This design comes from an exercise in tuning for a short achievable clock period and few clock cycles on the open sky130 flow, not from production work.
Where RTL was checked, it was by simulation tests only, not by an equivalence proof against the original.
Power figures rest on the tool's default switching activity, not on a simulated workload.

== run A ==
## tiny16
module tiny16 (
    input  wire        clk,
    input  wire        rst,
    input  wire [15:0] start_pc,
    output reg         mem_valid,
    output reg  [14:0] mem_addr,
    output reg  [1:0]  mem_wstrb,
    output reg  [15:0] mem_wdata,
    input  wire        mem_ready,
    input  wire [15:0] mem_rdata,
    output wire        uart_valid,
    output wire [7:0]  uart_data,
    output reg         halted,
    output reg         fault,
    output reg  [15:0] fault_pc,
    output reg  [4:0]  fault_op
);
Size: about 5,100 cells after synthesis, roughly 450 flip-flops, ~100 I/O pins, roughly 36,000 um2 of cells after synthesis.
make LEC_CHECK=0 ABC_CLOCK_PERIOD_IN_PS=2000 CAP_MARGIN=20 CORE_MARGIN=2 CORE_UTILIZATION=40 PLACE_DENSITY=0.6 SETUP_SLACK_MARGIN=5.0 SLEW_MARGIN=20 finish   # period 8.5 ns
run.sh (not shown) runs the stock make flow with config.mk's settings and CLKGATE_MAP_FILE= SYNTH_SCRIPT=/design/flow/synth_recipe.tcl, a recipe that flattens the netlist after the stock synthesis.
Testbench counts of run A, summed over its fixed seeds: cycles 43,113.
diff inputs: run A => run B
- swapping 40 for 60 in CORE_UTILIZATION
- swapping 0.6 for 0.72 in PLACE_DENSITY
- swapping 2000 for 2500 in ABC_CLOCK_PERIOD_IN_PS
### Flow results
- Run B did not finish; a tool error ended it in global routing.
- The quantity of gates resized following cts of run B is lower than that of run A.
- Run B: row count is 20 lower than what run A reported.
- Pre-CTS worst setup slack, run B and run A: smaller value in run B
- Looking at number of buffers created by CTS, run B sits about 7% lower than run A does.
- Going from run A to run B, instance count of the mapped netlist essentially unchanged, chip height decreased about 18%.
- Compared with run A, in run B routability congestion estimate from global placement moved up; placed instance area shows a reduction of 890 um2.
#### Input delta (run C over run B)
- changing CORE_UTILIZATION from 60 to 40
- changing PLACE_DENSITY from 0.72 to 0.6
--- outcome ---
- Adder-cell share of the synthesized area came out exactly the same in run C and run B.
- Compared with run B, run C shows setup fix buffers added after clock tree synthesis that has gone up slightly.
- Run C | status: complete | timing, DRC, antenna: pass
- Post-synthesis mux area share came out exactly the same in run C and run B.
- The number of flops mapped to enable cells by yosys was comparable across run C and run B.
- From run B to run C the numbers moved as follows: total placed instance area now sits higher; overall die width climbed about 22%; count of placed standard cells including taps rose by 433.
Inputs modified between run C and run D:
- TNS_END_PERCENT now 20, previously not set
- SETUP_SLACK_MARGIN now 4.6, was 5.0
[summary]
Between run D and run C, fraction of area in registers is higher for run D, run C comes in under that.
Diff run C -> run D: clock slew seen by the registers of the worst setup and hold paths neither gained nor lost much, worst slack at placement lost 0.37 ns.
[compare] base=run C new=run D: sum of met3 wire segment lengths after detailed routing went down; number of buffers inserted for hold repair after clock tree synthesis barely changed; worst slack on hold paths rose by 0.0034 ns; detailed-route wire length per cell now sits higher.
Relative to run C, the clock share of power of run D is higher by 0.8 points.
Run D vs run C, end of the critical path: opa[12]$_SDFFE_PP0N_ vs opb[3]$_SDFFE_PP0N_

---

Another version of the RTL of tiny16 (not shown whole).
For scale: ~420 flip-flops, roughly 100 I/O pins, roughly 32000 sq um of cells after synthesis.
Settings: LEC_CHECK=0, ABC_CLOCK_PERIOD_IN_PS=2500, CAP_MARGIN=20, CORE_MARGIN=2, CORE_UTILIZATION=40, PLACE_DENSITY=0.6, SETUP_SLACK_MARGIN=5.0, SLEW_MARGIN=20; clock period 8.5 ns.
The first run finished with timing, DRC and antenna clean.
Testbench counts at the start, summed over its fixed seeds: cycles 43,113.
Edit:
--- a/flow/config.mk
+++ b/flow/config.mk
@@ -11,4 +11,5 @@
 export CORE_UTILIZATION = 40
 export PLACE_DENSITY = 0.6
-export SETUP_SLACK_MARGIN = 5.0
+export SETUP_SLACK_MARGIN = 4.8
 export SLEW_MARGIN = 20
+export TNS_END_PERCENT = 10
After rerunning: The new run produced a clean layout; routed wire length is lower by 4.1%; non-clock buffer count decreases by 143; combinational power shrinks by 11%; cell count falls by 2.6%; total power shrinks by 5.4%; global-route usage is lower by 1.9 points; core utilization is lower by 4.0 points; worst setup slack gains 0.015 ns.

---

Another version of the RTL of tiny16 (not shown whole).
Size in the first run: ~4200 cells after synthesis, roughly 380 flip-flops, ~100 I/O pins, about 0.030 mm^2 of cells after synthesis.
clock: 8.5 ns
lec_check: 0
abc_clock_period_in_ps: 2500
cap_margin: 20
core_margin: 2
core_utilization: 35
place_density: 0.45
setup_slack_margin: 5.0
slew_margin: 20
The first run passed the timing, design-rule and antenna checks.
Rerun with:
CELL_PAD_IN_SITES_DETAIL_PLACEMENT = 1   (was not set)
CELL_PAD_IN_SITES_GLOBAL_PLACEMENT = 2   (was not set)
CORE_UTILIZATION = 40   (was 35)
PLACE_DENSITY = 0.6   (was 0.45)
Setup slack is about the same; clock skew goes down by 0.0088 ns; design area goes up by 4.3%; maximum frequency is about the same; area after synthesis does not change; routed wire length goes up by 13%.
Function was not checked in any run of this note: the RTL went through the layout flow alone.

---

Setup of run a:
Another version of the RTL of tiny16 (not shown whole).
Size in the first run: about 3200 cells after synthesis, about 330 flip-flops, roughly 100 I/O pins, roughly 26000 µm² of cells after synthesis.
export LEC_CHECK = 0
export CAP_MARGIN = 20
export CORE_MARGIN = 2
export CORE_UTILIZATION = 40
export PLACE_DENSITY = 0.6
export SLEW_MARGIN = 20
create_clock -name core_clock -period 8.5 [get_ports {clk}]
Testbench counts of run a, summed over its fixed seeds: cycles 42,725.
Modified inputs, run b compared to run a
- putting SETUP_SLACK_MARGIN at 5.0 where nothing was set
- putting ABC_CLOCK_PERIOD_IN_PS at 3000 where nothing was set
==> summary.txt <==
- Run b does better than run a on final period demand of the worst path.
- Per the comparison of run b with run a, wire length picked up an extra 10%, number of fillers in the final layout went down.
- Run b vs. run a: number of placed instances, taps included neither gained nor lost much; hold slack held; fraction of standard cell area in multi-input logic fell by 2.2 points; count of hold buffers inserted by post-cts repair did not really move.

[afterwards: timing with drivers on the ports]
Ports are ideal in the flow. The routed layouts listed here were re-timed in OpenROAD. Step 1 (the two cells are an assumption about what drives the block):
set clk [get_ports {clk}]
set_driving_cell -lib_cell sky130_fd_sc_hd__clkbuf_16 $clk
set_driving_cell -lib_cell sky130_fd_sc_hd__buf_2 [delete_from_list [all_inputs] $clk]
Step 2 also shifts input and output timing later by t, the mid clock arrival at the registers, as if the neighbouring blocks saw the same clock. a / b / c = no drivers / after step 1 / after step 2; a / b = the first two.
| run | t (ns) | setup WS [ns] | latest minus earliest clock arrival (ns) |
|---|---|---|---|
| run A of note 1 | 0.780 | 4.447 / 4.447 / 3.726 | 0.058 / 0.058 |
| run C of note 1 | 0.780 | 4.447 / 4.447 / 3.726 | 0.058 / 0.058 |
| run D of note 1 | 0.770 | 4.305 / 4.305 / 3.591 | 0.036 / 0.037 |
| the first run of note 2 | 0.705 | 4.334 / 4.334 / 3.888 | 0.061 / 0.061 |
| the second run of note 2 | 0.696 | 4.350 / 4.335 / 3.639 | 0.032 / 0.032 |
| the first run of note 3 | 0.690 | 4.145 / 4.072 / 4.272 | 0.060 / 0.061 |
| the second run of note 3 | 0.692 | 4.144 / 4.144 / 4.144 | 0.051 / 0.051 |
| run a of note 4 | 0.649 | 2.416 / 2.402 / 2.401 | 0.038 / 0.038 |
| run b of note 4 | 0.647 | 3.968 / 3.968 / 3.968 | 0.038 / 0.039 |
After both steps setup and hold are still met in every run listed.
